Context: an optimization exercise on an open-source flow, tuned for small area, a short achievable clock period and few clock cycles per item. The choices shown serve that exercise and are no tape-out recipe. In this exercise RTL edits were held to simulation tests only and were not proved equivalent to the original. Power is estimated from default activity; no workload was simulated.

$ cat design.v
module dither_stream (
    input  wire        clk,
    input  wire        rst,
    input  wire        start,
    input  wire        mode,
    input  wire [6:0]  width,
    input  wire [15:0] height,
    output reg         busy,
    input  wire        in_valid,
    output wire        in_ready,
    input  wire [7:0]  in_r,
    input  wire [7:0]  in_g,
    input  wire [7:0]  in_b,
    input  wire [7:0]  in_a,
    output reg         out_valid,
    input  wire        out_ready,
    output wire [7:0]  out_r,
    output wire [7:0]  out_g,
    output wire [7:0]  out_b,
    output wire [7:0]  out_a
);
    integer i;
    reg        mode_r;
    reg [6:0]  w_r;
    reg        w_is1, w_is2, w_is3, w_is4, w_ge3;
    reg        sg28, sg16, sg8, sg4, sg2, sg1;    
    wire [6:0] wm1 = w_r - 7'd1;
    wire [6:0] wm2 = w_r - 7'd2;
    wire [6:0] dl  = (w_r >= 7'd5) ? w_r - 7'd5 : 7'd0;
    wire       dl28 = (dl >= 7'd28);
    wire [6:0] dlr = dl28 ? dl - 7'd28 : dl;
    wire       slow = (w_r < 7'd5);
    always @(posedge clk) begin
        if (!busy) begin
            mode_r <= mode;
            w_r    <= width;
        end
        w_is1 <= (w_r == 7'd1);
        w_is2 <= (w_r == 7'd2);
        w_is3 <= (w_r == 7'd3);
        w_is4 <= (w_r == 7'd4);
        w_ge3 <= (w_r >= 7'd3);
        sg28  <= dl28;
        sg16  <= dlr[4];
        sg8   <= dlr[3];
        sg4   <= dlr[2];
        sg2   <= dlr[1];
        sg1   <= dlr[0];
    end
    reg        in_ready_r;
    reg        in_done;
    reg        ir_v;        
    reg        r1_v;        
    reg        r2_v;        
    reg [4:0]  na;          
    reg [4:0]  nq;          
    assign in_ready = in_ready_r;
    wire take  = in_valid && in_ready_r;
    wire pop   = out_valid && out_ready;
    wire start_ok = !busy && start;
    reg [6:0]  px;
    reg [15:0] rows;        
    reg [1:0]  rsat;        
    reg  pl1, pl2, plast;   
    wire px_last  = plast;
    wire row_last = (rows == 16'd1);
    wire is_last   = px_last && row_last;
    wire is_penult = w_is1 ? (rows == 16'd2) : ((px == wm2) && row_last);
    wire take_last = ir_v ? is_penult : is_last;
    wire na1      = na[0] && !na[1];
    wire last_pop = pop && in_done && na1;
    wire busy_n   = start_ok || (busy && !last_pop);
    wire done_n   = !start_ok && (in_done || (take && take_last));
    wire full_n   = !pop && (na[4] || (na[3] && take));
    wire throttle = slow && (take || ir_v);
    wire na_up    = take && !pop;
    wire na_dn    = pop && !take;
    always @(posedge clk) begin
        if (rst) begin
            busy       <= 1'b0;
            in_ready_r <= 1'b0;
            in_done    <= 1'b0;
            ir_v       <= 1'b0;
            r1_v       <= 1'b0;
            r2_v       <= 1'b0;
            na         <= 5'd0;
        end else begin
            busy       <= busy_n;
            in_done    <= done_n;
            in_ready_r <= busy_n && !done_n && !full_n && !throttle;
            ir_v       <= take;
            r1_v       <= ir_v;
            r2_v       <= r1_v;
            if (na_up)
                na <= {na[3:0], 1'b1};
            else if (na_dn)
                na <= {1'b0, na[4:1]};
        end
    end
    always @(posedge clk) begin
        if (!busy) begin
            px    <= 7'd0;
            rows  <= height;
            rsat  <= 2'd0;
            pl1   <= 1'b0;
            pl2   <= 1'b0;
            plast <= (width == 7'd1);
        end else if (ir_v) begin
            if (px_last) begin
                px    <= 7'd0;
                rows  <= rows - 16'd1;
                if (!rsat[1]) rsat <= rsat + 2'd1;
                pl1   <= 1'b0;
                pl2   <= 1'b0;
                plast <= w_is1;
            end else begin
                px    <= px + 7'd1;
                pl1   <= 1'b1;
                pl2   <= pl1;
                plast <= (px == wm2);
            end
        end
    end
    reg [7:0] ir_r, ir_g, ir_b;
    always @(posedge clk) begin
        ir_r <= in_r;
        ir_g <= in_g;
        ir_b <= in_b;
    end
    reg       hq;
    reg [8:0] hg;
    reg [7:0] h2, h3;
    wire       hc  = (hg[2:0] == 3'd7) || (hq && hg[2:0] == 3'd6);
    wire [5:0] h1a = hg[8:3] + {5'd0, hc} - {hq, 5'd0};
    wire [7:0] h1c = mode_r ? hg[7:0] + {6'd0, hq, !hq}
                            : {{2{h1a[5]}}, h1a};
    wire [7:0] pos0 = (r1_v && r2_v) ? h1c : (r1_v || r2_v) ? h2 : h3;
    reg [7:0] r0a, r1a, r2a;
    reg [5:0] r0b, r1b, r3a, r4a;
    function [10:0] enc;
        input       fs;
        input [7:0] a;
        input [5:0] b;
        reg a16, b16;
        begin
            a16 = (a[5:0] == 6'b010000);
            b16 = (b == 6'b010000);
            if (fs)
                enc = {3'b000, a};
            else if (!a16 && !b16)
                enc = {1'b0, a[4:0], b[4:0]};
            else if (a16)
                enc = {2'b10, 3'b000, b};
            else
                enc = {2'b11, 4'b0000, a[4:0]};
        end
    endfunction
    wire [5:0]  bpush = w_is4 ? r3a : (w_is3 ? r2a[5:0] : r4a);
    wire [10:0] head = enc(mode_r, pos0, bpush);
    reg [10:0] s28 [0:27];
    reg [10:0] s16 [0:15];
    reg [10:0] s8  [0:7];
    reg [10:0] s4  [0:3];
    reg [10:0] s2  [0:1];
    reg [10:0] s1;
    wire [10:0] y28 = sg28 ? s28[27] : head;
    wire [10:0] y16 = sg16 ? s16[15] : y28;
    wire [10:0] y8  = sg8  ? s8[7]   : y16;
    wire [10:0] y4  = sg4  ? s4[3]   : y8;
    wire [10:0] y2  = sg2  ? s2[1]   : y4;
    wire [10:0] lo  = sg1  ? s1      : y2;
    always @(posedge clk) begin
        if (ir_v) begin
            s28[0] <= head;
            for (i = 1; i < 28; i = i + 1) s28[i] <= s28[i-1];
            s16[0] <= y28;
            for (i = 1; i < 16; i = i + 1) s16[i] <= s16[i-1];
            s8[0] <= y16;
            for (i = 1; i < 8; i = i + 1) s8[i] <= s8[i-1];
            s4[0] <= y8;
            for (i = 1; i < 4; i = i + 1) s4[i] <= s4[i-1];
            s2[0] <= y4;
            s2[1] <= s2[0];
            s1 <= y2;
        end
    end
    wire [5:0] lo_a6 = lo[10] ? (lo[9] ? {lo[4], lo[4:0]} : 6'b010000)
                              : {lo[9], lo[9:5]};
    wire [5:0] lo_b6 = lo[10] ? (lo[9] ? 6'b010000 : lo[5:0])
                              : {lo[4], lo[4:0]};
    wire [7:0] lo_a  = mode_r ? lo[7:0] : {{2{lo_a6[5]}}, lo_a6};
    always @(posedge clk) begin
        if (ir_v) begin
            r0a <= lo_a;
            r0b <= lo_b6;
            r1a <= r0a;
            r1b <= r0b;
            r2a <= r1a;
            r3a <= r2a[5:0];
            r4a <= r3a;
        end
    end
    wire has_up  = (rsat != 2'd0);
    wire has_up2 = rsat[1];
    wire has_l1  = pl1;
    wire has_l2  = pl2;
    wire has_r1  = !px_last;
    wire [7:0] c_upr = w_is4 ? h3  : (w_is3 ? h2 : r0a);
    wire [7:0] c_up  = w_is4 ? r0a : (w_is3 ? h3 : (w_is2 ? h2 : r1a));
    wire [7:0] c_upl = w_is4 ? r1a : (w_is3 ? r0a : (w_is2 ? h3 : r2a));
    wire [5:0] c_up2 = w_is4 ? r0b  : (w_is3 ? r2a[5:0] : (w_is2 ? r0a[5:0]
                     : (w_is1 ? h2[5:0] : r1b)));
    wire m_upl = has_up && has_l1;
    wire m_up  = has_up && !w_is1;
    wire m_upr = has_up && has_r1 && w_ge3;
    function signed [8:0] val;
        input       fs;
        input [7:0] c;
        begin
            if (fs) val = {c[7] & (c[6:0] != 7'd0), c};
            else    val = {c[7], c};
        end
    endfunction
    wire signed [8:0] e_upl = val(mode_r, c_upl);
    wire signed [8:0] e_up  = val(mode_r, c_up);
    wire signed [8:0] e_upr = val(mode_r, c_upr);
    wire signed [10:0] p5 = (e_up <<< 2) + e_up;
    wire signed [10:0] p3 = (e_upr <<< 1) + e_upr;
    wire [6:0] a1 = (m_upl ? c_upl[6:0] : 7'd0) + (has_up2 ? {c_up2[5], c_up2} : 7'd0);
    wire [6:0] a2 = (m_up  ? c_up[6:0]  : 7'd0);
    wire [6:0] a3 = (m_upr ? c_upr[6:0] : 7'd0);
    wire [6:0] q1 = mode_r ? (m_upl ? {{2{e_upl[8]}}, e_upl[8:4]} : 7'd0) : a1;
    wire [6:0] q2 = mode_r ? (m_up  ? p5[10:4] : 7'd0) : a2;
    wire [6:0] q3 = mode_r ? (m_upr ? p3[10:4] : 7'd0) : a3;
    wire k1 = mode_r && m_upl && (e_upl[3:0] != 4'd0);
    wire k2 = mode_r && m_up  && (e_up[3:0]  != 4'd0);
    wire k3 = mode_r && m_upr && (e_upr[3:0] != 4'd0);
    function [8:0] pchain;
        input [7:0] c;
        input [6:0] q1, q2, q3;
        input       k1, k2, k3;
        reg [9:0] s1, s2, s3;
        reg       i1, i2, i3, z1, z2;
        begin
            s1 = {2'b00, c} + {{3{q1[6]}}, q1};
            i1 = s1[9] & k1;
            z1 = i1 & (s1[7:0] == 8'hff);
            s2 = {2'b00, s1[7:0]} + {{3{q2[6]}}, q2} + {9'd0, i1};
            i2 = (z1 ? q2[6] : s2[9]) & k2;
            z2 = i2 & (s2[7:0] == 8'hff);
            s3 = {2'b00, s2[7:0]} + {{3{q3[6]}}, q3} + {9'd0, i2};
            i3 = (z2 ? q3[6] : s3[9]) & k3;
            pchain = {i3, s3[7:0]};
        end
    endfunction
    wire [8:0] pv_r = pchain(ir_r, q1, q2, q3, k1, k2, k3);
    wire [8:0] pv_g = pchain(ir_g, q1, q2, q3, k1, k2, k3);
    wire [8:0] pv_b = pchain(ir_b, q1, q2, q3, k1, k2, k3);
    wire f_l  = has_l1;
    wire f_u1 = !has_l1 && has_up && w_is1;
    wire f_u2 = !has_l1 && has_up && w_is2;
    wire f_on = f_l || f_u1 || f_u2;
    reg [8:0] v1_r, v1_g, v1_b;
    reg [7:0] fc1;
    always @(posedge clk) begin
        v1_r <= pv_r;
        v1_g <= pv_g;
        v1_b <= pv_b;
        fc1  <= {mode_r && f_u2,                  
                 mode_r && f_u1,                  
                 mode_r && f_l,                   
                 !mode_r && f_on,                 
                 !mode_r && has_l2,               
                 mode_r && (f_u1 || f_u2),        
                 mode_r && f_on,                  
                 1'b0};
    end
    wire [7:0] pv2_r = v1_r[7:0] + {7'd0, v1_r[8]};
    wire [7:0] pv2_g = v1_g[7:0] + {7'd0, v1_g[8]};
    wire [7:0] pv2_b = v1_b[7:0] + {7'd0, v1_b[8]};
    wire a0s_t1 = pv2_r[6] ^ ~pv2_r[4];
    wire a0s_t2 = pv2_r[6] & ~pv2_r[4];
    wire a0s_t3 = pv2_r[7] ^ ~pv2_r[5] ^ ~pv2_r[3];
    wire a0s_t4 = (pv2_r[7] & ~pv2_r[5]) | (pv2_r[7] & ~pv2_r[3]) | (~pv2_r[5] & ~pv2_r[3]);
    wire a0s_t5 = ~pv2_r[6] ^ ~pv2_r[4] ^ pv2_r[2];
    wire a0s_t6 = (~pv2_r[6] & ~pv2_r[4]) | (~pv2_r[6] & pv2_r[2]) | (~pv2_r[4] & pv2_r[2]);
    wire a0s_t7 = ~pv2_r[7] ^ ~pv2_r[5] ^ pv2_r[3];
    wire a0s_t8 = (~pv2_r[7] & ~pv2_r[5]) | (~pv2_r[7] & pv2_r[3]) | (~pv2_r[5] & pv2_r[3]);
    wire a0s_t9 = pv2_r[0] ^ ~pv2_g[6];
    wire a0s_t10 = pv2_r[0] & ~pv2_g[6];
    wire a0s_t11 = ~pv2_r[6] ^ pv2_r[4] ^ pv2_r[1];
    wire a0s_t12 = (~pv2_r[6] & pv2_r[4]) | (~pv2_r[6] & pv2_r[1]) | (pv2_r[4] & pv2_r[1]);
    wire a0s_t13 = ~pv2_g[7] ^ pv2_g[5];
    wire a0s_t14 = ~pv2_g[7] & pv2_g[5];
    wire a0s_t15 = ~pv2_r[7] ^ pv2_r[5] ^ pv2_r[2];
    wire a0s_t16 = (~pv2_r[7] & pv2_r[5]) | (~pv2_r[7] & pv2_r[2]) | (pv2_r[5] & pv2_r[2]);
    wire a0s_t17 = pv2_r[6] ^ pv2_r[3] ^ ~pv2_r[0];
    wire a0s_t18 = (pv2_r[6] & pv2_r[3]) | (pv2_r[6] & ~pv2_r[0]) | (pv2_r[3] & ~pv2_r[0]);
    wire a0s_t19 = pv2_r[7] ^ pv2_r[4] ^ ~pv2_r[1];
    wire a0s_t20 = (pv2_r[7] & pv2_r[4]) | (pv2_r[7] & ~pv2_r[1]) | (pv2_r[4] & ~pv2_r[1]);
    wire a0s_t21 = pv2_g[5] ^ ~pv2_g[2];
    wire a0s_t22 = pv2_g[5] & ~pv2_g[2];
    wire a0s_t23 = pv2_r[5] ^ ~pv2_r[2] ^ pv2_r[0];
    wire a0s_t24 = (pv2_r[5] & ~pv2_r[2]) | (pv2_r[5] & pv2_r[0]) | (~pv2_r[2] & pv2_r[0]);
    wire a0s_t25 = pv2_g[6] ^ ~pv2_g[3];
    wire a0s_t26 = pv2_g[6] & ~pv2_g[3];
    wire a0s_t27 = pv2_r[6] ^ ~pv2_r[3] ^ pv2_r[1];
    wire a0s_t28 = (pv2_r[6] & ~pv2_r[3]) | (pv2_r[6] & pv2_r[1]) | (~pv2_r[3] & pv2_r[1]);
    wire a0s_t29 = pv2_g[7] ^ ~pv2_g[4] ^ ~pv2_g[2];
    wire a0s_t30 = (pv2_g[7] & ~pv2_g[4]) | (pv2_g[7] & ~pv2_g[2]) | (~pv2_g[4] & ~pv2_g[2]);
    wire a0s_t31 = pv2_g[0] ^ pv2_b[7];
    wire a0s_t32 = pv2_g[0] & pv2_b[7];
    wire a0s_t33 = pv2_r[7] ^ ~pv2_r[4] ^ pv2_r[2];
    wire a0s_t34 = (pv2_r[7] & ~pv2_r[4]) | (pv2_r[7] & pv2_r[2]) | (~pv2_r[4] & pv2_r[2]);
    wire a0s_t35 = pv2_r[0] ^ ~pv2_g[5] ^ ~pv2_g[3];
    wire a0s_t36 = (pv2_r[0] & ~pv2_g[5]) | (pv2_r[0] & ~pv2_g[3]) | (~pv2_g[5] & ~pv2_g[3]);
    wire a0s_t37 = pv2_g[1] ^ pv2_b[6];
    wire a0s_t38 = pv2_g[1] & pv2_b[6];
    wire a0s_t39 = ~pv2_r[5] ^ pv2_r[3] ^ pv2_r[1];
    wire a0s_t40 = (~pv2_r[5] & pv2_r[3]) | (~pv2_r[5] & pv2_r[1]) | (pv2_r[3] & pv2_r[1]);
    wire a0s_t41 = ~pv2_g[6] ^ ~pv2_g[4] ^ pv2_g[2];
    wire a0s_t42 = (~pv2_g[6] & ~pv2_g[4]) | (~pv2_g[6] & pv2_g[2]) | (~pv2_g[4] & pv2_g[2]);
    wire a0s_t43 = ~pv2_r[6] ^ pv2_r[4] ^ pv2_r[2];
    wire a0s_t44 = (~pv2_r[6] & pv2_r[4]) | (~pv2_r[6] & pv2_r[2]) | (pv2_r[4] & pv2_r[2]);
    wire a0s_t45 = ~pv2_g[7] ^ ~pv2_g[5];
    wire a0s_t46 = ~pv2_g[7] & ~pv2_g[5];
    wire a0s_t47 = ~pv2_r[7] ^ pv2_r[5];
    wire a0s_t48 = ~pv2_r[7] & pv2_r[5];
    wire a0s_t49 = pv2_r[5] ^ ~pv2_r[3] ^ ~pv2_r[1];
    wire a0s_t50 = (pv2_r[5] & ~pv2_r[3]) | (pv2_r[5] & ~pv2_r[1]) | (~pv2_r[3] & ~pv2_r[1]);
    wire a0s_t51 = ~pv2_r[2] ^ pv2_r[0] ^ ~pv2_g[6];
    wire a0s_t52 = (~pv2_r[2] & pv2_r[0]) | (~pv2_r[2] & ~pv2_g[6]) | (pv2_r[0] & ~pv2_g[6]);
    wire a0s_t53 = ~pv2_g[3] ^ pv2_g[1] ^ ~pv2_b[4];
    wire a0s_t54 = (~pv2_g[3] & pv2_g[1]) | (~pv2_g[3] & ~pv2_b[4]) | (pv2_g[1] & ~pv2_b[4]);
    wire a0s_t55 = pv2_r[1] ^ ~pv2_g[7] ^ ~pv2_g[4];
    wire a0s_t56 = (pv2_r[1] & ~pv2_g[7]) | (pv2_r[1] & ~pv2_g[4]) | (~pv2_g[7] & ~pv2_g[4]);
    wire a0s_t57 = pv2_g[2] ^ ~pv2_b[5] ^ ~pv2_b[1];
    wire a0s_t58 = (pv2_g[2] & ~pv2_b[5]) | (pv2_g[2] & ~pv2_b[1]) | (~pv2_b[5] & ~pv2_b[1]);
    wire a0s_t59 = 1'b1 ^ a0s_t3;
    wire a0s_t60 = 1'b1 & a0s_t3;
    wire a0s_t61 = ~pv2_g[5] ^ pv2_g[3] ^ pv2_g[0];
    wire a0s_t62 = (~pv2_g[5] & pv2_g[3]) | (~pv2_g[5] & pv2_g[0]) | (pv2_g[3] & pv2_g[0]);
    wire a0s_t63 = ~pv2_b[6] ^ ~pv2_b[2] ^ pv2_b[0];
    wire a0s_t64 = (~pv2_b[6] & ~pv2_b[2]) | (~pv2_b[6] & pv2_b[0]) | (~pv2_b[2] & pv2_b[0]);
    wire a0s_t65 = 1'b1 ^ a0s_t5 ^ a0s_t4;
    wire a0s_t66 = (1'b1 & a0s_t5) | (1'b1 & a0s_t4) | (a0s_t5 & a0s_t4);
    wire a0s_t67 = pv2_g[4] ^ pv2_g[1] ^ ~pv2_b[7];
    wire a0s_t68 = (pv2_g[4] & pv2_g[1]) | (pv2_g[4] & ~pv2_b[7]) | (pv2_g[1] & ~pv2_b[7]);
    wire a0s_t69 = ~pv2_b[3] ^ pv2_b[1] ^ 1'b1;
    wire a0s_t70 = (~pv2_b[3] & pv2_b[1]) | (~pv2_b[3] & 1'b1) | (pv2_b[1] & 1'b1);
    wire a0s_t71 = a0s_t7 ^ a0s_t9 ^ a0s_t6;
    wire a0s_t72 = (a0s_t7 & a0s_t9) | (a0s_t7 & a0s_t6) | (a0s_t9 & a0s_t6);
    wire a0s_t73 = pv2_g[2] ^ ~pv2_b[4] ^ pv2_b[2];
    wire a0s_t74 = (pv2_g[2] & ~pv2_b[4]) | (pv2_g[2] & pv2_b[2]) | (~pv2_b[4] & pv2_b[2]);
    wire a0s_t75 = pv2_b[0] ^ 1'b1 ^ a0s_t11;
    wire a0s_t76 = (pv2_b[0] & 1'b1) | (pv2_b[0] & a0s_t11) | (1'b1 & a0s_t11);
    wire a0s_t77 = a0s_t13 ^ a0s_t8 ^ a0s_t10;
    wire a0s_t78 = (a0s_t13 & a0s_t8) | (a0s_t13 & a0s_t10) | (a0s_t8 & a0s_t10);
    wire a0s_t79 = pv2_g[6] ^ pv2_g[3] ^ ~pv2_g[0];
    wire a0s_t80 = (pv2_g[6] & pv2_g[3]) | (pv2_g[6] & ~pv2_g[0]) | (pv2_g[3] & ~pv2_g[0]);
    wire a0s_t81 = ~pv2_b[5] ^ pv2_b[3] ^ pv2_b[1];
    wire a0s_t82 = (~pv2_b[5] & pv2_b[3]) | (~pv2_b[5] & pv2_b[1]) | (pv2_b[3] & pv2_b[1]);
    wire a0s_t83 = a0s_t15 ^ a0s_t12 ^ a0s_t14;
    wire a0s_t84 = (a0s_t15 & a0s_t12) | (a0s_t15 & a0s_t14) | (a0s_t12 & a0s_t14);
    wire a0s_t85 = pv2_g[7] ^ pv2_g[4] ^ ~pv2_g[1];
    wire a0s_t86 = (pv2_g[7] & pv2_g[4]) | (pv2_g[7] & ~pv2_g[1]) | (pv2_g[4] & ~pv2_g[1]);
    wire a0s_t87 = ~pv2_b[6] ^ pv2_b[4] ^ pv2_b[2];
    wire a0s_t88 = (~pv2_b[6] & pv2_b[4]) | (~pv2_b[6] & pv2_b[2]) | (pv2_b[4] & pv2_b[2]);
    wire a0s_t89 = ~pv2_b[0] ^ a0s_t17 ^ a0s_t16;
    wire a0s_t90 = (~pv2_b[0] & a0s_t17) | (~pv2_b[0] & a0s_t16) | (a0s_t17 & a0s_t16);
    wire a0s_t91 = ~pv2_g[0] ^ ~pv2_b[7] ^ pv2_b[5];
    wire a0s_t92 = (~pv2_g[0] & ~pv2_b[7]) | (~pv2_g[0] & pv2_b[5]) | (~pv2_b[7] & pv2_b[5]);
    wire a0s_t93 = pv2_b[3] ^ ~pv2_b[1] ^ 1'b1;
    wire a0s_t94 = (pv2_b[3] & ~pv2_b[1]) | (pv2_b[3] & 1'b1) | (~pv2_b[1] & 1'b1);
    wire a0s_t95 = a0s_t19 ^ a0s_t21 ^ a0s_t18;
    wire a0s_t96 = (a0s_t19 & a0s_t21) | (a0s_t19 & a0s_t18) | (a0s_t21 & a0s_t18);
    wire a0s_t97 = ~pv2_g[1] ^ pv2_b[6] ^ pv2_b[4];
    wire a0s_t98 = (~pv2_g[1] & pv2_b[6]) | (~pv2_g[1] & pv2_b[4]) | (pv2_b[6] & pv2_b[4]);
    wire a0s_t99 = ~pv2_b[2] ^ 1'b1 ^ a0s_t23;
    wire a0s_t100 = (~pv2_b[2] & 1'b1) | (~pv2_b[2] & a0s_t23) | (1'b1 & a0s_t23);
    wire a0s_t101 = a0s_t25 ^ a0s_t20 ^ a0s_t22;
    wire a0s_t102 = (a0s_t25 & a0s_t20) | (a0s_t25 & a0s_t22) | (a0s_t20 & a0s_t22);
    wire a0s_t103 = pv2_b[5] ^ ~pv2_b[3] ^ pv2_b[0];
    wire a0s_t104 = (pv2_b[5] & ~pv2_b[3]) | (pv2_b[5] & pv2_b[0]) | (~pv2_b[3] & pv2_b[0]);
    wire a0s_t105 = 1'b1 ^ a0s_t27 ^ a0s_t29;
    wire a0s_t106 = (1'b1 & a0s_t27) | (1'b1 & a0s_t29) | (a0s_t27 & a0s_t29);
    wire a0s_t107 = a0s_t31 ^ a0s_t24 ^ a0s_t26;
    wire a0s_t108 = (a0s_t31 & a0s_t24) | (a0s_t31 & a0s_t26) | (a0s_t24 & a0s_t26);
    wire a0s_t109 = ~pv2_b[4] ^ pv2_b[1] ^ 1'b1;
    wire a0s_t110 = (~pv2_b[4] & pv2_b[1]) | (~pv2_b[4] & 1'b1) | (pv2_b[1] & 1'b1);
    wire a0s_t111 = a0s_t33 ^ a0s_t35 ^ a0s_t37;
    wire a0s_t112 = (a0s_t33 & a0s_t35) | (a0s_t33 & a0s_t37) | (a0s_t35 & a0s_t37);
    wire a0s_t113 = a0s_t28 ^ a0s_t30 ^ a0s_t32;
    wire a0s_t114 = (a0s_t28 & a0s_t30) | (a0s_t28 & a0s_t32) | (a0s_t30 & a0s_t32);
    wire a0s_t115 = pv2_g[0] ^ pv2_b[7] ^ ~pv2_b[5];
    wire a0s_t116 = (pv2_g[0] & pv2_b[7]) | (pv2_g[0] & ~pv2_b[5]) | (pv2_b[7] & ~pv2_b[5]);
    wire a0s_t117 = pv2_b[2] ^ a0s_t39 ^ a0s_t41;
    wire a0s_t118 = (pv2_b[2] & a0s_t39) | (pv2_b[2] & a0s_t41) | (a0s_t39 & a0s_t41);
    wire a0s_t119 = a0s_t34 ^ a0s_t36 ^ a0s_t38;
    wire a0s_t120 = (a0s_t34 & a0s_t36) | (a0s_t34 & a0s_t38) | (a0s_t36 & a0s_t38);
    wire a0s_t121 = pv2_g[3] ^ pv2_g[1] ^ ~pv2_b[6];
    wire a0s_t122 = (pv2_g[3] & pv2_g[1]) | (pv2_g[3] & ~pv2_b[6]) | (pv2_g[1] & ~pv2_b[6]);
    wire a0s_t123 = pv2_b[3] ^ 1'b1 ^ a0s_t43;
    wire a0s_t124 = (pv2_b[3] & 1'b1) | (pv2_b[3] & a0s_t43) | (1'b1 & a0s_t43);
    wire a0s_t125 = a0s_t45 ^ a0s_t40 ^ a0s_t42;
    wire a0s_t126 = (a0s_t45 & a0s_t40) | (a0s_t45 & a0s_t42) | (a0s_t40 & a0s_t42);
    wire a0s_t127 = pv2_r[3] ^ ~pv2_g[6] ^ pv2_g[4];
    wire a0s_t128 = (pv2_r[3] & ~pv2_g[6]) | (pv2_r[3] & pv2_g[4]) | (~pv2_g[6] & pv2_g[4]);
    wire a0s_t129 = pv2_g[2] ^ ~pv2_b[7] ^ pv2_b[4];
    wire a0s_t130 = (pv2_g[2] & ~pv2_b[7]) | (pv2_g[2] & pv2_b[4]) | (~pv2_b[7] & pv2_b[4]);
    wire a0s_t131 = a0s_t47 ^ a0s_t44 ^ a0s_t46;
    wire a0s_t132 = (a0s_t47 & a0s_t44) | (a0s_t47 & a0s_t46) | (a0s_t44 & a0s_t46);
    wire a0s_t133 = pv2_r[6] ^ pv2_r[4] ^ ~pv2_g[7];
    wire a0s_t134 = (pv2_r[6] & pv2_r[4]) | (pv2_r[6] & ~pv2_g[7]) | (pv2_r[4] & ~pv2_g[7]);
    wire a0s_t135 = pv2_g[5] ^ pv2_g[3] ^ pv2_b[5];
    wire a0s_t136 = (pv2_g[5] & pv2_g[3]) | (pv2_g[5] & pv2_b[5]) | (pv2_g[3] & pv2_b[5]);
    wire a0s_t137 = 1'b1 ^ a0s_t48;
    wire a0s_t138 = 1'b1 & a0s_t48;
    wire a0s_t139 = pv2_r[7] ^ pv2_r[5] ^ pv2_g[6];
    wire a0s_t140 = (pv2_r[7] & pv2_r[5]) | (pv2_r[7] & pv2_g[6]) | (pv2_r[5] & pv2_g[6]);
    wire a0s_t141 = pv2_g[4] ^ pv2_b[6];
    wire a0s_t142 = pv2_g[4] & pv2_b[6];
    wire a0s_t143 = pv2_r[3] ^ ~pv2_r[1];
    wire a0s_t144 = pv2_r[3] & ~pv2_r[1];
    wire a0s_t145 = pv2_r[4] ^ ~pv2_r[2] ^ ~pv2_r[0];
    wire a0s_t146 = (pv2_r[4] & ~pv2_r[2]) | (pv2_r[4] & ~pv2_r[0]) | (~pv2_r[2] & ~pv2_r[0]);
    wire a0s_t147 = ~pv2_g[4] ^ ~pv2_g[1];
    wire a0s_t148 = ~pv2_g[4] & ~pv2_g[1];
    wire a0s_t149 = ~pv2_g[5] ^ ~pv2_g[2] ^ pv2_g[0];
    wire a0s_t150 = (~pv2_g[5] & ~pv2_g[2]) | (~pv2_g[5] & pv2_g[0]) | (~pv2_g[2] & pv2_g[0]);
    wire a0s_t151 = ~pv2_b[3] ^ 1'b1 ^ a0s_t49;
    wire a0s_t152 = (~pv2_b[3] & 1'b1) | (~pv2_b[3] & a0s_t49) | (1'b1 & a0s_t49);
    wire a0s_t153 = ~pv2_b[0] ^ 1'b1 ^ a0s_t1;
    wire a0s_t154 = (~pv2_b[0] & 1'b1) | (~pv2_b[0] & a0s_t1) | (1'b1 & a0s_t1);
    wire a0s_t155 = a0s_t51 ^ a0s_t53 ^ a0s_t50;
    wire a0s_t156 = (a0s_t51 & a0s_t53) | (a0s_t51 & a0s_t50) | (a0s_t53 & a0s_t50);
    wire a0s_t157 = a0s_t2 ^ a0s_t55 ^ a0s_t57;
    wire a0s_t158 = (a0s_t2 & a0s_t55) | (a0s_t2 & a0s_t57) | (a0s_t55 & a0s_t57);
    wire a0s_t159 = a0s_t59 ^ a0s_t52 ^ a0s_t54;
    wire a0s_t160 = (a0s_t59 & a0s_t52) | (a0s_t59 & a0s_t54) | (a0s_t52 & a0s_t54);
    wire a0s_t161 = a0s_t61 ^ a0s_t63 ^ a0s_t65;
    wire a0s_t162 = (a0s_t61 & a0s_t63) | (a0s_t61 & a0s_t65) | (a0s_t63 & a0s_t65);
    wire a0s_t163 = a0s_t56 ^ a0s_t58 ^ a0s_t60;
    wire a0s_t164 = (a0s_t56 & a0s_t58) | (a0s_t56 & a0s_t60) | (a0s_t58 & a0s_t60);
    wire a0s_t165 = a0s_t67 ^ a0s_t69 ^ a0s_t71;
    wire a0s_t166 = (a0s_t67 & a0s_t69) | (a0s_t67 & a0s_t71) | (a0s_t69 & a0s_t71);
    wire a0s_t167 = a0s_t62 ^ a0s_t64 ^ a0s_t66;
    wire a0s_t168 = (a0s_t62 & a0s_t64) | (a0s_t62 & a0s_t66) | (a0s_t64 & a0s_t66);
    wire a0s_t169 = a0s_t73 ^ a0s_t75 ^ a0s_t77;
    wire a0s_t170 = (a0s_t73 & a0s_t75) | (a0s_t73 & a0s_t77) | (a0s_t75 & a0s_t77);
    wire a0s_t171 = a0s_t68 ^ a0s_t70 ^ a0s_t72;
    wire a0s_t172 = (a0s_t68 & a0s_t70) | (a0s_t68 & a0s_t72) | (a0s_t70 & a0s_t72);
    wire a0s_t173 = a0s_t79 ^ a0s_t81 ^ a0s_t83;
    wire a0s_t174 = (a0s_t79 & a0s_t81) | (a0s_t79 & a0s_t83) | (a0s_t81 & a0s_t83);
    wire a0s_t175 = a0s_t74 ^ a0s_t76 ^ a0s_t78;
    wire a0s_t176 = (a0s_t74 & a0s_t76) | (a0s_t74 & a0s_t78) | (a0s_t76 & a0s_t78);
    wire a0s_t177 = a0s_t85 ^ a0s_t87 ^ a0s_t89;
    wire a0s_t178 = (a0s_t85 & a0s_t87) | (a0s_t85 & a0s_t89) | (a0s_t87 & a0s_t89);
    wire a0s_t179 = a0s_t80 ^ a0s_t82 ^ a0s_t84;
    wire a0s_t180 = (a0s_t80 & a0s_t82) | (a0s_t80 & a0s_t84) | (a0s_t82 & a0s_t84);
    wire a0s_t181 = a0s_t91 ^ a0s_t93 ^ a0s_t95;
    wire a0s_t182 = (a0s_t91 & a0s_t93) | (a0s_t91 & a0s_t95) | (a0s_t93 & a0s_t95);
    wire a0s_t183 = a0s_t86 ^ a0s_t88 ^ a0s_t90;
    wire a0s_t184 = (a0s_t86 & a0s_t88) | (a0s_t86 & a0s_t90) | (a0s_t88 & a0s_t90);
    wire a0s_t185 = a0s_t97 ^ a0s_t99 ^ a0s_t101;
    wire a0s_t186 = (a0s_t97 & a0s_t99) | (a0s_t97 & a0s_t101) | (a0s_t99 & a0s_t101);
    wire a0s_t187 = a0s_t92 ^ a0s_t94 ^ a0s_t96;
    wire a0s_t188 = (a0s_t92 & a0s_t94) | (a0s_t92 & a0s_t96) | (a0s_t94 & a0s_t96);
    wire a0s_t189 = a0s_t103 ^ a0s_t105 ^ a0s_t107;
    wire a0s_t190 = (a0s_t103 & a0s_t105) | (a0s_t103 & a0s_t107) | (a0s_t105 & a0s_t107);
    wire a0s_t191 = a0s_t98 ^ a0s_t100 ^ a0s_t102;
    wire a0s_t192 = (a0s_t98 & a0s_t100) | (a0s_t98 & a0s_t102) | (a0s_t100 & a0s_t102);
    wire a0s_t193 = a0s_t109 ^ a0s_t111 ^ a0s_t113;
    wire a0s_t194 = (a0s_t109 & a0s_t111) | (a0s_t109 & a0s_t113) | (a0s_t111 & a0s_t113);
    wire a0s_t195 = a0s_t104 ^ a0s_t106 ^ a0s_t108;
    wire a0s_t196 = (a0s_t104 & a0s_t106) | (a0s_t104 & a0s_t108) | (a0s_t106 & a0s_t108);
    wire a0s_t197 = a0s_t115 ^ a0s_t117 ^ a0s_t119;
    wire a0s_t198 = (a0s_t115 & a0s_t117) | (a0s_t115 & a0s_t119) | (a0s_t117 & a0s_t119);
    wire a0s_t199 = a0s_t110 ^ a0s_t112 ^ a0s_t114;
    wire a0s_t200 = (a0s_t110 & a0s_t112) | (a0s_t110 & a0s_t114) | (a0s_t112 & a0s_t114);
    wire a0s_t201 = a0s_t121 ^ a0s_t123 ^ a0s_t125;
    wire a0s_t202 = (a0s_t121 & a0s_t123) | (a0s_t121 & a0s_t125) | (a0s_t123 & a0s_t125);
    wire a0s_t203 = a0s_t116 ^ a0s_t118 ^ a0s_t120;
    wire a0s_t204 = (a0s_t116 & a0s_t118) | (a0s_t116 & a0s_t120) | (a0s_t118 & a0s_t120);
    wire a0s_t205 = a0s_t127 ^ a0s_t129 ^ a0s_t131;
    wire a0s_t206 = (a0s_t127 & a0s_t129) | (a0s_t127 & a0s_t131) | (a0s_t129 & a0s_t131);
    wire a0s_t207 = a0s_t122 ^ a0s_t124 ^ a0s_t126;
    wire a0s_t208 = (a0s_t122 & a0s_t124) | (a0s_t122 & a0s_t126) | (a0s_t124 & a0s_t126);
    wire a0s_t209 = a0s_t133 ^ a0s_t135 ^ a0s_t137;
    wire a0s_t210 = (a0s_t133 & a0s_t135) | (a0s_t133 & a0s_t137) | (a0s_t135 & a0s_t137);
    wire a0s_t211 = a0s_t128 ^ a0s_t130 ^ a0s_t132;
    wire a0s_t212 = (a0s_t128 & a0s_t130) | (a0s_t128 & a0s_t132) | (a0s_t130 & a0s_t132);
    wire a0s_t213 = 1'b1 ^ a0s_t139 ^ a0s_t141;
    wire a0s_t214 = (1'b1 & a0s_t139) | (1'b1 & a0s_t141) | (a0s_t139 & a0s_t141);
    wire a0s_t215 = a0s_t134 ^ a0s_t136 ^ a0s_t138;
    wire a0s_t216 = (a0s_t134 & a0s_t136) | (a0s_t134 & a0s_t138) | (a0s_t136 & a0s_t138);
    wire a0s_t217 = pv2_r[6] ^ pv2_g[7] ^ pv2_g[5];
    wire a0s_t218 = (pv2_r[6] & pv2_g[7]) | (pv2_r[6] & pv2_g[5]) | (pv2_g[7] & pv2_g[5]);
    wire a0s_t219 = pv2_b[7] ^ a0s_t140 ^ a0s_t142;
    wire a0s_t220 = (pv2_b[7] & a0s_t140) | (pv2_b[7] & a0s_t142) | (a0s_t140 & a0s_t142);
    wire a0s_t221 = pv2_r[7] ^ pv2_g[6];
    wire a0s_t222 = pv2_r[7] & pv2_g[6];
    wire a0s_t223 = pv2_r[2] ^ ~pv2_r[0];
    wire a0s_t224 = pv2_r[2] & ~pv2_r[0];
    wire a0s_t225 = ~pv2_g[3] ^ ~pv2_g[0] ^ ~pv2_b[1];
    wire a0s_t226 = (~pv2_g[3] & ~pv2_g[0]) | (~pv2_g[3] & ~pv2_b[1]) | (~pv2_g[0] & ~pv2_b[1]);
    wire a0s_t227 = ~pv2_b[2] ^ a0s_t145 ^ a0s_t147;
    wire a0s_t228 = (~pv2_b[2] & a0s_t145) | (~pv2_b[2] & a0s_t147) | (a0s_t145 & a0s_t147);
    wire a0s_t229 = a0s_t149 ^ a0s_t151 ^ a0s_t146;
    wire a0s_t230 = (a0s_t149 & a0s_t151) | (a0s_t149 & a0s_t146) | (a0s_t151 & a0s_t146);
    wire a0s_t231 = a0s_t153 ^ a0s_t155 ^ a0s_t150;
    wire a0s_t232 = (a0s_t153 & a0s_t155) | (a0s_t153 & a0s_t150) | (a0s_t155 & a0s_t150);
    wire a0s_t233 = a0s_t157 ^ a0s_t159 ^ a0s_t154;
    wire a0s_t234 = (a0s_t157 & a0s_t159) | (a0s_t157 & a0s_t154) | (a0s_t159 & a0s_t154);
    wire a0s_t235 = a0s_t161 ^ a0s_t163 ^ a0s_t158;
    wire a0s_t236 = (a0s_t161 & a0s_t163) | (a0s_t161 & a0s_t158) | (a0s_t163 & a0s_t158);
    wire a0s_t237 = a0s_t165 ^ a0s_t167 ^ a0s_t162;
    wire a0s_t238 = (a0s_t165 & a0s_t167) | (a0s_t165 & a0s_t162) | (a0s_t167 & a0s_t162);
    wire a0s_t239 = a0s_t169 ^ a0s_t171 ^ a0s_t166;
    wire a0s_t240 = (a0s_t169 & a0s_t171) | (a0s_t169 & a0s_t166) | (a0s_t171 & a0s_t166);
    wire a0s_t241 = a0s_t173 ^ a0s_t175 ^ a0s_t170;
    wire a0s_t242 = (a0s_t173 & a0s_t175) | (a0s_t173 & a0s_t170) | (a0s_t175 & a0s_t170);
    wire a0s_t243 = a0s_t177 ^ a0s_t179 ^ a0s_t174;
    wire a0s_t244 = (a0s_t177 & a0s_t179) | (a0s_t177 & a0s_t174) | (a0s_t179 & a0s_t174);
    wire a0s_t245 = a0s_t181 ^ a0s_t183 ^ a0s_t178;
    wire a0s_t246 = (a0s_t181 & a0s_t183) | (a0s_t181 & a0s_t178) | (a0s_t183 & a0s_t178);
    wire a0s_t247 = a0s_t185 ^ a0s_t187 ^ a0s_t182;
    wire a0s_t248 = (a0s_t185 & a0s_t187) | (a0s_t185 & a0s_t182) | (a0s_t187 & a0s_t182);
    wire a0s_t249 = a0s_t189 ^ a0s_t191 ^ a0s_t186;
    wire a0s_t250 = (a0s_t189 & a0s_t191) | (a0s_t189 & a0s_t186) | (a0s_t191 & a0s_t186);
    wire a0s_t251 = a0s_t193 ^ a0s_t195 ^ a0s_t190;
    wire a0s_t252 = (a0s_t193 & a0s_t195) | (a0s_t193 & a0s_t190) | (a0s_t195 & a0s_t190);
    wire a0s_t253 = a0s_t197 ^ a0s_t199 ^ a0s_t194;
    wire a0s_t254 = (a0s_t197 & a0s_t199) | (a0s_t197 & a0s_t194) | (a0s_t199 & a0s_t194);
    wire a0s_t255 = a0s_t201 ^ a0s_t203 ^ a0s_t198;
    wire a0s_t256 = (a0s_t201 & a0s_t203) | (a0s_t201 & a0s_t198) | (a0s_t203 & a0s_t198);
    wire a0s_t257 = a0s_t205 ^ a0s_t207 ^ a0s_t202;
    wire a0s_t258 = (a0s_t205 & a0s_t207) | (a0s_t205 & a0s_t202) | (a0s_t207 & a0s_t202);
    wire a0s_t259 = a0s_t209 ^ a0s_t211 ^ a0s_t206;
    wire a0s_t260 = (a0s_t209 & a0s_t211) | (a0s_t209 & a0s_t206) | (a0s_t211 & a0s_t206);
    wire a0s_t261 = a0s_t213 ^ a0s_t215 ^ a0s_t210;
    wire a0s_t262 = (a0s_t213 & a0s_t215) | (a0s_t213 & a0s_t210) | (a0s_t215 & a0s_t210);
    wire a0s_t263 = a0s_t217 ^ a0s_t219 ^ a0s_t214;
    wire a0s_t264 = (a0s_t217 & a0s_t219) | (a0s_t217 & a0s_t214) | (a0s_t219 & a0s_t214);
    wire a0s_t265 = 1'b1 ^ a0s_t221 ^ a0s_t218;
    wire a0s_t266 = (1'b1 & a0s_t221) | (1'b1 & a0s_t218) | (a0s_t221 & a0s_t218);
    wire a0s_t267 = pv2_g[7] ^ 1'b1;
    wire a0s_t268 = pv2_g[7] & 1'b1;
    wire a0s_t269 = pv2_r[0] ^ ~pv2_g[0];
    wire a0s_t270 = pv2_r[0] & ~pv2_g[0];
    wire a0s_t271 = pv2_r[1] ^ ~pv2_g[1] ^ 1'b1;
    wire a0s_t272 = (pv2_r[1] & ~pv2_g[1]) | (pv2_r[1] & 1'b1) | (~pv2_g[1] & 1'b1);
    wire a0s_t273 = ~pv2_g[2] ^ ~pv2_b[0] ^ a0s_t223;
    wire a0s_t274 = (~pv2_g[2] & ~pv2_b[0]) | (~pv2_g[2] & a0s_t223) | (~pv2_b[0] & a0s_t223);
    wire a0s_t275 = a0s_t143 ^ a0s_t225 ^ a0s_t224;
    wire a0s_t276 = (a0s_t143 & a0s_t225) | (a0s_t143 & a0s_t224) | (a0s_t225 & a0s_t224);
    wire a0s_t277 = a0s_t144 ^ a0s_t227 ^ a0s_t226;
    wire a0s_t278 = (a0s_t144 & a0s_t227) | (a0s_t144 & a0s_t226) | (a0s_t227 & a0s_t226);
    wire a0s_t279 = a0s_t148 ^ a0s_t229 ^ a0s_t228;
    wire a0s_t280 = (a0s_t148 & a0s_t229) | (a0s_t148 & a0s_t228) | (a0s_t229 & a0s_t228);
    wire a0s_t281 = a0s_t152 ^ a0s_t231 ^ a0s_t230;
    wire a0s_t282 = (a0s_t152 & a0s_t231) | (a0s_t152 & a0s_t230) | (a0s_t231 & a0s_t230);
    wire a0s_t283 = a0s_t156 ^ a0s_t233 ^ a0s_t232;
    wire a0s_t284 = (a0s_t156 & a0s_t233) | (a0s_t156 & a0s_t232) | (a0s_t233 & a0s_t232);
    wire a0s_t285 = a0s_t160 ^ a0s_t235 ^ a0s_t234;
    wire a0s_t286 = (a0s_t160 & a0s_t235) | (a0s_t160 & a0s_t234) | (a0s_t235 & a0s_t234);
    wire a0s_t287 = a0s_t164 ^ a0s_t237 ^ a0s_t236;
    wire a0s_t288 = (a0s_t164 & a0s_t237) | (a0s_t164 & a0s_t236) | (a0s_t237 & a0s_t236);
    wire a0s_t289 = a0s_t168 ^ a0s_t239 ^ a0s_t238;
    wire a0s_t290 = (a0s_t168 & a0s_t239) | (a0s_t168 & a0s_t238) | (a0s_t239 & a0s_t238);
    wire a0s_t291 = a0s_t172 ^ a0s_t241 ^ a0s_t240;
    wire a0s_t292 = (a0s_t172 & a0s_t241) | (a0s_t172 & a0s_t240) | (a0s_t241 & a0s_t240);
    wire a0s_t293 = a0s_t176 ^ a0s_t243 ^ a0s_t242;
    wire a0s_t294 = (a0s_t176 & a0s_t243) | (a0s_t176 & a0s_t242) | (a0s_t243 & a0s_t242);
    wire a0s_t295 = a0s_t180 ^ a0s_t245 ^ a0s_t244;
    wire a0s_t296 = (a0s_t180 & a0s_t245) | (a0s_t180 & a0s_t244) | (a0s_t245 & a0s_t244);
    wire a0s_t297 = a0s_t184 ^ a0s_t247 ^ a0s_t246;
    wire a0s_t298 = (a0s_t184 & a0s_t247) | (a0s_t184 & a0s_t246) | (a0s_t247 & a0s_t246);
    wire a0s_t299 = a0s_t188 ^ a0s_t249 ^ a0s_t248;
    wire a0s_t300 = (a0s_t188 & a0s_t249) | (a0s_t188 & a0s_t248) | (a0s_t249 & a0s_t248);
    wire a0s_t301 = a0s_t192 ^ a0s_t251 ^ a0s_t250;
    wire a0s_t302 = (a0s_t192 & a0s_t251) | (a0s_t192 & a0s_t250) | (a0s_t251 & a0s_t250);
    wire a0s_t303 = a0s_t196 ^ a0s_t253 ^ a0s_t252;
    wire a0s_t304 = (a0s_t196 & a0s_t253) | (a0s_t196 & a0s_t252) | (a0s_t253 & a0s_t252);
    wire a0s_t305 = a0s_t200 ^ a0s_t255 ^ a0s_t254;
    wire a0s_t306 = (a0s_t200 & a0s_t255) | (a0s_t200 & a0s_t254) | (a0s_t255 & a0s_t254);
    wire a0s_t307 = a0s_t204 ^ a0s_t257 ^ a0s_t256;
    wire a0s_t308 = (a0s_t204 & a0s_t257) | (a0s_t204 & a0s_t256) | (a0s_t257 & a0s_t256);
    wire a0s_t309 = a0s_t208 ^ a0s_t259 ^ a0s_t258;
    wire a0s_t310 = (a0s_t208 & a0s_t259) | (a0s_t208 & a0s_t258) | (a0s_t259 & a0s_t258);
    wire a0s_t311 = a0s_t212 ^ a0s_t261 ^ a0s_t260;
    wire a0s_t312 = (a0s_t212 & a0s_t261) | (a0s_t212 & a0s_t260) | (a0s_t261 & a0s_t260);
    wire a0s_t313 = a0s_t216 ^ a0s_t263 ^ a0s_t262;
    wire a0s_t314 = (a0s_t216 & a0s_t263) | (a0s_t216 & a0s_t262) | (a0s_t263 & a0s_t262);
    wire a0s_t315 = a0s_t220 ^ a0s_t265 ^ a0s_t264;
    wire a0s_t316 = (a0s_t220 & a0s_t265) | (a0s_t220 & a0s_t264) | (a0s_t265 & a0s_t264);
    wire a0s_t317 = a0s_t222 ^ a0s_t267 ^ a0s_t266;
    wire a0s_t318 = (a0s_t222 & a0s_t267) | (a0s_t222 & a0s_t266) | (a0s_t267 & a0s_t266);
    wire a0s_t319 = 1'b1 ^ a0s_t268;
    wire a0s_t320 = 1'b1 & a0s_t268;
    wire [26:0] a0s_a = {1'b1, a0s_t319, a0s_t317, a0s_t315, a0s_t313, a0s_t311, a0s_t309, a0s_t307, a0s_t305, a0s_t303, a0s_t301, a0s_t299, a0s_t297, a0s_t295, a0s_t293, a0s_t291, a0s_t289, a0s_t287, a0s_t285, a0s_t283, a0s_t281, a0s_t279, a0s_t277, a0s_t275, a0s_t273, a0s_t271, 1'b1};
    wire [26:0] a0s_b = {a0s_t320, a0s_t318, a0s_t316, a0s_t314, a0s_t312, a0s_t310, a0s_t308, a0s_t306, a0s_t304, a0s_t302, a0s_t300, a0s_t298, a0s_t296, a0s_t294, a0s_t292, a0s_t290, a0s_t288, a0s_t286, a0s_t284, a0s_t282, a0s_t280, a0s_t278, a0s_t276, a0s_t274, a0s_t272, a0s_t270, a0s_t269};
    wire [26:0] a0s = a0s_a + a0s_b;
    reg [26:0] a0k;
    reg [7:0]  v2_r, v2_g, v2_b;
    reg [7:0]  fc2;
    always @(posedge clk) begin
        a0k  <= a0s;
        v2_r <= pv2_r;
        v2_g <= pv2_g;
        v2_b <= pv2_b;
        fc2  <= fc1;
    end
    wire fx1 = fc2[7], fx2 = fc2[6], fx3 = fc2[5], fa1 = fc2[4], fa2 = fc2[3];
    wire fy  = fc2[2], fc = fc2[1];
    wire [13:0] g14 = {{5{hg[8]}}, hg};
    wire [13:0] ea2 = {{4{h2[5]}}, h2[5:0], 4'd0};
    wire [13:0] kx = ({14{fx1}} & (g14 << 1)) | ({14{fx2}} & (g14 << 2))
                   | ({14{fx3}} & (g14 << 3)) | ({14{fa1}} & {g14[12:3], 4'd0});
    wire [13:0] ky = ({14{fy}} & g14) | ({14{fx3}} & ~g14) | ({14{fa2}} & ea2);
    wire [13:0] kz = ({14{fx1}} & (hq ? 14'h3d06 : 14'h0003))    
                   | ({14{fx2}} & (hq ? 14'h3b0a : 14'h0005))    
                   | ({14{fx3}} & (hq ? 14'h390f : 14'h0008))    
                   | ({14{fa1}} & ({hq, hq, hq, hq, hq, 9'd0} | {9'd0, hc, 4'd0}));   
    wire [13:0] ks = kx ^ ky ^ kz;
    wire [13:0] kc = ((kx & ky) | (kx & kz) | (ky & kz)) << 1;
    wire [4:0]  k4 = {1'b0, ks[3:0]} + {1'b0, kc[3:0]};
    wire        c4 = k4[4];
    wire        fcor = fc && (hq ? (hg[3:0] != 4'he) : (hg[3:0] != 4'hf));
    function [26:0] adj;
        input [7:0]  v;
        input [13:0] xs, xc;
        input        fcr;
        input [26:0] a256n, a1, a257, a256;
        reg   [13:0] a, s, c, t;
        reg          hi, ng, m1;
        begin
            a  = {2'b00, v, 4'b0000};
            s  = a ^ xs ^ xc;
            c  = ((a & xs) | (a & xc) | (xs & xc)) << 1;
            t  = s + c;
            hi = !t[13] && t[12];
            ng = t[13];
            m1 = (t[13:4] == 10'h3ff);
            adj = ({27{hi}} & a256n)
                | ({27{ng && m1 && fcr}} & a1)
                | ({27{ng && !m1 && fcr}} & a257)
                | ({27{ng && !fcr}} & a256);
        end
    endfunction
    wire [26:0] j_r = adj(v2_r, ks, kc, fcor, 27'h6cdd300, 27'h001322d, 27'h1335f2d, 27'h1322d00);
    wire [26:0] j_g = adj(v2_g, ks, kc, fcor, 27'h5a6e900, 27'h0025917, 27'h25b7017, 27'h2591700);
    wire [26:0] j_b = adj(v2_b, ks, kc, fcor, 27'h78b4400, 27'h00074bc, 27'h07530bc, 27'h074bc00);
    wire [26:0] t_ks = {ks[12:4], 18'd0};
    wire [26:0] t_kc = {kc[12:4], 18'd0};
    wire [26:0] fs1a = a0k ^ t_ks ^ t_kc;
    wire [26:0] fc1a = (((a0k & t_ks) | (a0k & t_kc) | (t_ks & t_kc)) << 1) | {8'd0, c4, 18'd0};
    wire [26:0] fs1b = j_r ^ j_g ^ j_b;
    wire [26:0] fc1b = ((j_r & j_g) | (j_r & j_b) | (j_g & j_b)) << 1;
    wire [26:0] fs2  = fs1a ^ fc1a ^ fs1b;
    wire [26:0] fc2x = ((fs1a & fc1a) | (fs1a & fs1b) | (fc1a & fs1b)) << 1;
    wire [26:0] fs3  = fs2 ^ fc2x ^ fc1b;
    wire [26:0] fc3  = ((fs2 & fc2x) | (fs2 & fc1b) | (fc2x & fc1b)) << 1;
    wire [26:0] lsum = fs3 + fc3;
    wire [8:0] gm1  = lsum[26:18];
    wire       q_hi = !gm1[8] && gm1[7];
    always @(posedge clk) begin
        if (r2_v) begin
            hq <= q_hi;
            hg <= gm1;
            h2 <= h1c;
            h3 <= h2;
        end
    end
    reg [7:0] qa [0:4];
    reg [4:0] qkn;           
    wire [5:0] nae = {na, 1'b1} & ~{1'b0, na};    
    wire [5:0] nqe = {nq, 1'b1} & ~{1'b0, nq};
    wire nq_up = r2_v && !pop;
    wire nq_dn = pop && !r2_v;
    always @(posedge clk) begin
        for (i = 0; i < 5; i = i + 1) begin
            if (pop ? nae[i + 1] : nae[i])
                qa[i] <= in_a;
            else if (pop)
                qa[i] <= (i < 4) ? qa[(i + 1) % 5] : qa[i];
            if (r2_v && (pop ? nqe[i + 1] : nqe[i]))
                qkn[i] <= !q_hi;
            else if (pop)
                qkn[i] <= (i < 4) ? qkn[(i + 1) % 5] : qkn[i];
        end
    end
    always @(posedge clk) begin
        if (rst) begin
            nq        <= 5'd0;
            out_valid <= 1'b0;
        end else begin
            if (nq_up)
                nq <= {nq[3:0], 1'b1};
            else if (nq_dn)
                nq <= {1'b0, nq[4:1]};
            out_valid <= r2_v || nq[1] || (nq[0] && !pop);
        end
    end
    assign out_r = 8'd0;
    assign out_g = {8{qkn[0]}};
    assign out_b = {qkn[0], 2'b00, qkn[0], qkn[0], qkn[0], 2'b00};
    assign out_a = qa[0];
endmodule
$ cat constraint.sdc
create_clock -name core_clock -period 32.0 [get_ports {clk}]
set_input_delay 6.4000 -clock core_clock [delete_from_list [all_inputs] [get_ports {clk}]]
set_output_delay 6.4000 -clock core_clock [all_outputs]
set_load 0.01 [all_outputs]
$ cat config.mk
export PLATFORM = sky130hd
export DESIGN_NAME = dither_stream
export DESIGN_NICKNAME = dither_stream
export VERILOG_FILES = /design/flow/design.v
export SDC_FILE = /design/flow/constraint.sdc
export NUM_CORES = 4
export LEC_CHECK = 0
export CAP_MARGIN = 20
export CORE_MARGIN = 2
export CORE_UTILIZATION = 60
export CTS_CLUSTER_DIAMETER = 80
export CTS_CLUSTER_SIZE = 25
export PLACE_DENSITY = 0.7
export SLEW_MARGIN = 20
$ cat flow/margin.txt
24
$ cat flow/run.sh
#!/bin/bash
# Layout flow: the standard synthesis and ORFS flow, with
#  - the timing repair steps (floorplan, CTS, global route) aiming for a
#    setup slack of MARGIN ns instead of 0, so that they size and buffer
#    the critical paths for a shorter period than the design's (the
#    constraints themselves are unchanged);
#  - the port buffers made of buf_2 cells instead of the delay buffers
#    buffer_ports picks by default (every port still gets its buffer).
set -euo pipefail
W=$(pwd)
MARGIN=$(cat "$W/flow/margin.txt")
bash standard.sh synth > "$W/synth.log" 2>&1
make -C "$FLOW_HOME" DESIGN_CONFIG="$W/config.mk" WORK_HOME="$W/orfs" CLKGATE_MAP_FILE= \
    SYNTH_SCRIPT="$W/synth_recipe.tcl" SETUP_SLACK_MARGIN="$MARGIN" \
    BUFFER_PORTS_ARGS="-buffer_cell sky130_fd_sc_hd__buf_2" finish > "$W/layout.log" 2>&1
bash standard.sh finish > "$W/final_def.log" 2>&1
$ cat standard.sh
#!/bin/bash
# synth_recipe.tcl (not shown) runs the flow's synth.tcl, then flattens the netlist and writes it again
# the make line also repeats each setting of config.mk as NAME=value (left out here)
make -C /OpenROAD-flow-scripts/flow DESIGN_CONFIG=/design/flow/config.mk WORK_HOME=/design/flow/orfs CLKGATE_MAP_FILE= SYNTH_SCRIPT=/design/flow/synth_recipe.tcl "${@:-finish}"
==> results of run 1 <==
## area by class of cell
class,count,area (um2),area share [%]
timing repair buffer,185,1290,2.51
clock buffer,79,1360,2.65
inverter,383,1470,2.86
clock inverter,13,235,0.458
tap,1040,1300,2.53
multi-input combinational,2106,18800,36.5
sequential,948,26900,52.4
## worst max-delay path by stage
| stage | startpoint | endpoint | depth (start not counted) |
|---|---|---|---|
| 2_1_floorplan | out_ready | qa[2][0] | 5 |
| 5_1_grt | h2[1] | v1_b[8] | 40 |
| 3_3_place_gp | fc2[5] | qkn[0] | 29 |
| 6_report | busy | busy | 2 |
| 4_1_cts | w_is4 | v1_b[8] | 40 |
| 3_5_place_dp | fc2[5] | qkn[2] | 29 |
## kinds of logic after synthesis
group                      synth area share, %
xor gates and xnor gates                  3.19
other                                  0.00798
buffers and inverters                     4.15
DFF                                       57.3
and+or+nand+nor                           7.11
adders and majority gates                 16.9
muxes                                     3.22
AOI/OAI and AO/OA                         8.12
## synthesized netlist by cell type (all sizes together) (53+ instances only)
| master | n |
|---|---|
| o21ai | 147 |
| mux2 | 71 |
| dfxtp | 155 |
| xor2 | 53 |
| xnor2 | 117 |
| a21oi | 158 |
| ha | 269 |
| inv | 382 |
| fa | 229 |
| nand2 | 164 |
| clkbuf | 54 |
| mux2i | 65 |
| edfxtp | 793 |
| nor2 | 255 |
## metrics by stage
stage | power, mW | util, % | hold WS, ps
floorplan | 2.62 | - | 310
CTS | 3.72 | 65.3 | 278
detailed placement | 3.00 | 62.6 | 319
global placement | 2.98 | 62.6 | 315
finish | 3.70 | 66.3 | 277
global route | 3.98 | 66.3 | 282
## registers in the layout (all words and copies together) (netlist names), 9 cells and up
name and count:
v1_b 9, s2 22, s4 44, hg 9, s16 176, v1_r 9
a0k 27, s8 88, rows 16, s28 308, qa 40, v1_g 9
s1 11
## worst register-to-register path, delay by kind of cell (launching register included)
| kind | cells | cell delay [ps] |
|---|---|---|
| adder cells (fa/ha/maj) | 7 | 2530 |
| AND/OR/NAND/NOR | 4 | 1500 |
| AO/OA/AOI/OAI | 13 | 2160 |
| buffers and inverters | 5 | 590 |
| flip-flops | 1 | 480 |
| XOR/XNOR | 2 | 320 |
## power groups by stage
stage,Sequential (mW),Clock [mW],Combinational [mW]
final,1.46,0.699,1.54
after global routing,1.47,0.761,1.75
after CTS,1.46,0.722,1.54
after detailed placement,1.49,0,1.51
after global placement,1.49,0,1.49
after floorplan,1.48,0,1.14
## routing by layer
| metal | global-route usage (%) | vias up | share of wire [%] |
|---|---|---|---|
| li1 | - | 12700 | - |
| met1 | 32.4 | 13500 | 44 |
| met3 | 2.08 | 143 | 3.6 |
| met4 | 6.64 | 0 | 2.8 |
| met5 | 0 | - | 0 |
| met2 | 41.3 | 642 | 50 |
## what timing repair did
| item | in CTS | in global routing |
|---|---|---|
| gates cloned | 1 | 1 |
| pin swaps | 21 | 63 |
| setup buffers | 21 | 45 |
| endpoints found under the setup margin | 25 | 44 |
| endpoints found under the hold margin | 0 | 0 |
| resized for setup | 62 | 124 |
==> impl_metrics.yaml, run 1 <==
pwr:
  power_frac_comb_pct: 41.7
  leakagePower_nw: 20.0
  power.switching_mw: 1.31
  power.density_mw_per_mm2: 72.1
  internal_power_mw: 2.39
  power_frac_seq_pct: 39.4
  clkPwrFrac_pct: 18.9
  ir_drop_mv: 0.120
  switching_share_pct: 35.3
routing:
  wl_um: 95900
  ant_nets: 0
  first_iter_violations: 1844
  wl_per_cell_um: 20.2
  dr.pass1.iters: 8
  drc: 0
  via_count: 27000
  viasPerCell: 5.68
clock_network:
  insertion_delay_ps: 640
  clock-sinks: 948
  hold_buffers: 0
  cts_buffers: 49
  cts.path.max_buffers: 3
  cts-root-buf: "clkbuf_16"
  cts_tree: "built"
  htree_levels: 2
  clk_pin_slew_ps: 100
logic_synthesis:
  ys_seq_area_share_pct: 57.3
  yosys.area.top_type: "edfxtp_1"
  avgSynthCellArea_um2: 13.3
  synth_top_area_share_pct: 50.7
  dominantRegCellSynth: "edfxtp_1"
  synth_cell_types: 98
  synth_area_mm2: 0.0470
  synth_edf_count: 793
  synth.area.top_cells: "edfxtp_1, fa_1, ha_1"
  synthArstFlopShare_pct: 0
  synth_cells: 3524
  ys_ff_latch: 948
  yosysWarnings: 7
setup_path:
  reg2reg_to: "qkn[2]"
  crit_fanout: 34
  regToRegStartpoint: "hq"
  critPathSlowestCell: "dfxtp_1"
  r2r_cells: 31
  critPathBufInv: 2
  rrSetupSlack_ps: 24180
  critical_path_arrival_ps: 1470
  critPathTopFamily: "buffers and inverters"
  crit_required_ps: 25600
  worst_setup_path_end_kind: "output pin"
  startpoint_type: "flip-flop"
  path_class: "reg -> out"
  critPathMaxStageDelay_ps: 320
  cp_cell_sequence: "buf_4 -> buf_2"
cells_and_area:
  nFillCells: 5651
  drive_gt1_share_pct: 12.9
  syn_to_final_growth_pct: 9.34
  final_nets: 4232
  final_common_cell: "edfxtp_1"
  final_cell_mix: "edfxtp_1, inv_1, ha_1"
  antenna_cells: 0
  final_area_mm2: 0.0514
  layout.cells.non_filler: 4754
floorplan:
  die-width_um: 284
  coreArea_mm2: 0.0775
  initial_utilization_pct: 60.7
  core.rowCount: 102
  fp.dieH_um: 284
  dieArea_mm2: 0.0806
  io_pins: 96
run_status:
  status: "no timing/DRC/antenna violations"
timing:
  tns_ps: 0
  final-setup-viol-count: 0
  slew_headroom_pct: 26.2
  period_minus_slack_ps: 7870
  clock_skew_ps: 59.8
  tightest_slew_ps: 1100
  slew_violations: 0
  fmax_mhz: 127
  rsz0062_at_grt: "yes"
  fin_crit_sh_pct: 24.6
  fin_ws_ps: 24130
  hold_viol_final: 0
hold_path:
  holdPathStages: 0
  hold_end: "fc2[2]"
  hold_path_class: "reg -> reg"
  hold_start: "fc1[2]"
flow_run:
  drv_cap: 0
placement:
  dp.final_hpwl_um: 69500
  gp_congestion: 0.951
  place.port_buffers: 83
  place_area_mm2: 0.0485
  placed_cells: 4593
  dp_worst_setup_slack_ps: 22870
global_routing:
  grt_pass1_wl_um: 150000
  grt_usage_pct: 23.8
  antenna_found_initial: 1
  grt_pass1_vias: 27300
  overflow: 0
  grt_max_degree: 180
Testbench counts, summed over its fixed seeds: cycles 32,928, pixels 32,768.
==> run 2, diff against run 1 <==
==> flow/margin.txt (replaced) <==
25
==> run 2 against run 1 <==
Against the previous run: critical endpoint is now qkn[1]; still clean on timing, DRC and antenna; highest routed layer unchanged; largest cell class unchanged; critical path type is now reg -> reg; final cell count increased by 1.7%; via count increased by 0.81%; sequential power hardly changed.
==> impl_metrics.yaml, run 2 <==
flow_run:
  drv_cap: 0
logic_synthesis:
  synth_area_mm2: 0.0470
  yosysWarnings: 7
  ys_seq_area_share_pct: 57.3
  dominantRegCellSynth: "edfxtp_1"
  synth_top_area_share_pct: 50.7
  synthArstFlopShare_pct: 0
  yosys.area.top_type: "edfxtp_1"
  synth_cells: 3524
  synth_cell_types: 98
  synth.area.top_cells: "edfxtp_1, fa_1, ha_1"
  yosysMostFrequentCell: "edfxtp_1"
  synth_edf_count: 793
  ys_top_cells_by_count: "edfxtp_1, inv_1, ha_1"
  avgSynthCellArea_um2: 13.3
  ys_ff_latch: 948
placement:
  gp_congestion: 0.920
  place.port_buffers: 83
  dp.final_hpwl_um: 67900
global_routing:
  grtUsageMet1_pct: 31.9
  grtUsageMet2_pct: 40.5
  grt_max_degree: 194
  grt_pass1_wl_um: 150000
  busiest_layer: "met2"
  grt_usage_pct: 23.7
  overflow: 0
  grt_use_met3_pct: 2.39
  antenna_found_initial: 0
  grt_pass1_vias: 27600
pwr:
  power.switching_mw: 1.37
  clkPwrFrac_pct: 18.4
  leakagePower_nw: 20.8
  power_frac_comb_pct: 42.9
  power.density_mw_per_mm2: 71.6
  ir_drop_mv: 0.111
  switching_share_pct: 36.2
  internal_power_mw: 2.41
  power_frac_seq_pct: 38.7
cells_and_area:
  final_common_cell: "edfxtp_1"
  drive_gt1_share_pct: 16.9
  antenna_cells: 0
  regMostFlops: "s28"
  syn_to_final_growth_pct: 12.5
  top_regs: "s28: 308 flops, s16: 176 flops, s8: 88 flops"
  largest_register_ffs: 308
  final_cell_mix: "edfxtp_1, inv_1, ha_1"
  final_nets: 4311
  nFillCells: 5473
setup_path:
  critPathMaxStageDelay_ps: 530
  crit_path_frequent_cell: "fa_1"
  crit_required_ps: 32370
  critical_path_arrival_ps: 8240
  critPathSlowestCell: "fa_1"
  regToRegStartpoint: "fc2[4]"
  worst_setup_path_end_kind: "flip-flop"
  crit_fanout: 7
  rrSetupSlack_ps: 24130
  startpoint_type: "flip-flop"
  reg2reg_to: "qkn[1]"
  path_class: "reg -> reg"
  r2r_cells: 28
clock_network:
  clock-sinks: 948
  htree_levels: 2
  cts-root-buf: "clkbuf_16"
  insertion_delay_ps: 650
  cts_buffers: 49
  clk_pin_slew_ps: 90
  cts.path.max_buffers: 3
  cts_tree: "built"
floorplan:
  coreArea_mm2: 0.0775
  io_pins: 96
  fp.dieH_um: 284
  initial_utilization_pct: 60.7
  dieArea_mm2: 0.0806
  core.rowCount: 102
  die-width_um: 284
routing:
  viasPerCell: 5.63
  wl_um: 96100
  drc: 0
  via_count: 27200
  ant_nets: 0
  first_iter_violations: 2032
  wl_per_cell_um: 19.9
  dr.pass1.iters: 8
timing:
  slew_headroom_pct: 29.1
  fmax_mhz: 127
  worst_hold_slack_ps: 329
  clock_skew_ps: 50.4
  rsz0062_at_grt: "yes"
  tightest_slew_ps: 1060
  tns_ps: 0
  hold_viol_final: 0
  period_minus_slack_ps: 7870
  fin_crit_sh_pct: 24.6
  slew_violations: 0
  final-setup-viol-count: 0
hold_path:
  hold_start: "fc1[4]"
  hold_end: "fc2[4]"
  holdPathStages: 0
  hold_path_class: "reg -> reg"
run_status:
  status: "no timing/DRC/antenna violations"
==> run 2: cell count changes in the layout (fill, tap and decap cells not counted), moves of 16 or more <==
cell | before | now
buf_4 | 89 | 122
mux2_2 | 57 | 25
mux2_4 | 10 | 42
buf_6 | 6 | 62
buf_2 | 83 | 67
==> run 2: power by group through the flow <==
stage | combinational (mW) | clock [mW] | sequential (mW)
floorplan | 1.14 | 0 | 1.48
global placement | 1.54 | 0 | 1.49
detailed placement | 1.57 | 0 | 1.49
CTS | 1.61 | 0.720 | 1.46
global route | 1.82 | 0.759 | 1.47
finish | 1.62 | 0.697 | 1.46
==> run 2: metrics by stage <==
| stage | total power, mW | cell area (um2) | instances | setup slack (ps) | utilization, % |
|---|---|---|---|---|---|
| 6_report | 3.78 | 52900 | 4833 | 24130 | 68.2 |
| 5_1_grt | 4.05 | 52900 | 4833 | 23910 | 68.2 |
| 4_1_cts | 3.79 | 52000 | 4790 | 24250 | 67.1 |
| 3_5_place_dp | 3.07 | 48900 | 4590 | 23680 | 63.2 |
| 3_3_place_gp | 3.03 | 48900 | 4590 | 23800 | 63.2 |
| 2_1_floorplan | 2.62 | 47700 | 3535 | 24230 | - |
==> run 2: cell families (layout without fill, tap and decap cells) <==
| group | Yosys count | in the layout | share of synthesized area (%) |
|---|---|---|---|
| AOI/OAI and AO/OA | 584 | 584 | 8.12 |
| xor gates and xnor gates | 170 | 170 | 3.19 |
| adders and majority gates | 498 | 498 | 16.9 |
| buffers and inverters | 482 | 740 | 4.15 |
| DFF | 948 | 948 | 57.3 |
| muxes | 136 | 136 | 3.22 |
| other | 1 | 12 | 0.00798 |
| and+or+nand+nor | 705 | 705 | 7.11 |
==> run 2: layer usage <==
| metal | vias up | share of wire [%] | wire length (um) |
|---|---|---|---|
| met4 | 0 | 3.7 | 3540 |
| met3 | 181 | 3.3 | 3220 |
| met1 | 13500 | 43 | 41700 |
| met5 | - | 0 | 0 |
| li1 | 12900 | - | - |
| met2 | 619 | 50 | 47600 |
==> run 2: worst max-delay path by stage <==
stage	start	endpoint	slack, ps	cells past startpoint
floorplan	out_ready	qa[0][0]	24230	6
global placement	out_ready	qa[1][3]	23800	6
detailed placement	fc2[5]	qkn[0]	23680	31
CTS	qkn[0]	out_b[4]	24250	2
global route	fc2[7]	qkn[0]	23910	31
finish	fc2[4]	qkn[1]	24130	28
==> run 2: timing repair <==
action                                  in CTS  in global routing
hold buffers                                 0                  0
endpoints found under the setup margin      90                107
setup buffers                              106                 43
gates resized for setup                    142                135
pin swaps                                   75                 83
cloned                                       2                  0
==> run 2: final cells by class <==
class                      instances  area, um2  area share, %
inverter                         383       1470           2.78
sequential                       948      26900           51.0
tap                             1040       1300           2.46
timing repair buffer             264       2210           4.18
timing repair inverter             1       11.3         0.0213
multi-input combinational       2105      19300           36.6
clock buffer                      77       1330           2.52
clock inverter                    15        273          0.516
==> run 2: critical path: cells and delay by family, from the launching register on <==
family	cells	cell delay (ps)
AO/OA/AOI/OAI	10	2250
XOR/XNOR	1	290
adder cells (fa/ha/maj)	7	2750
buffers and inverters	2	250
flip-flops	1	350
multiplexers	1	300
AND/OR/NAND/NOR	7	1410
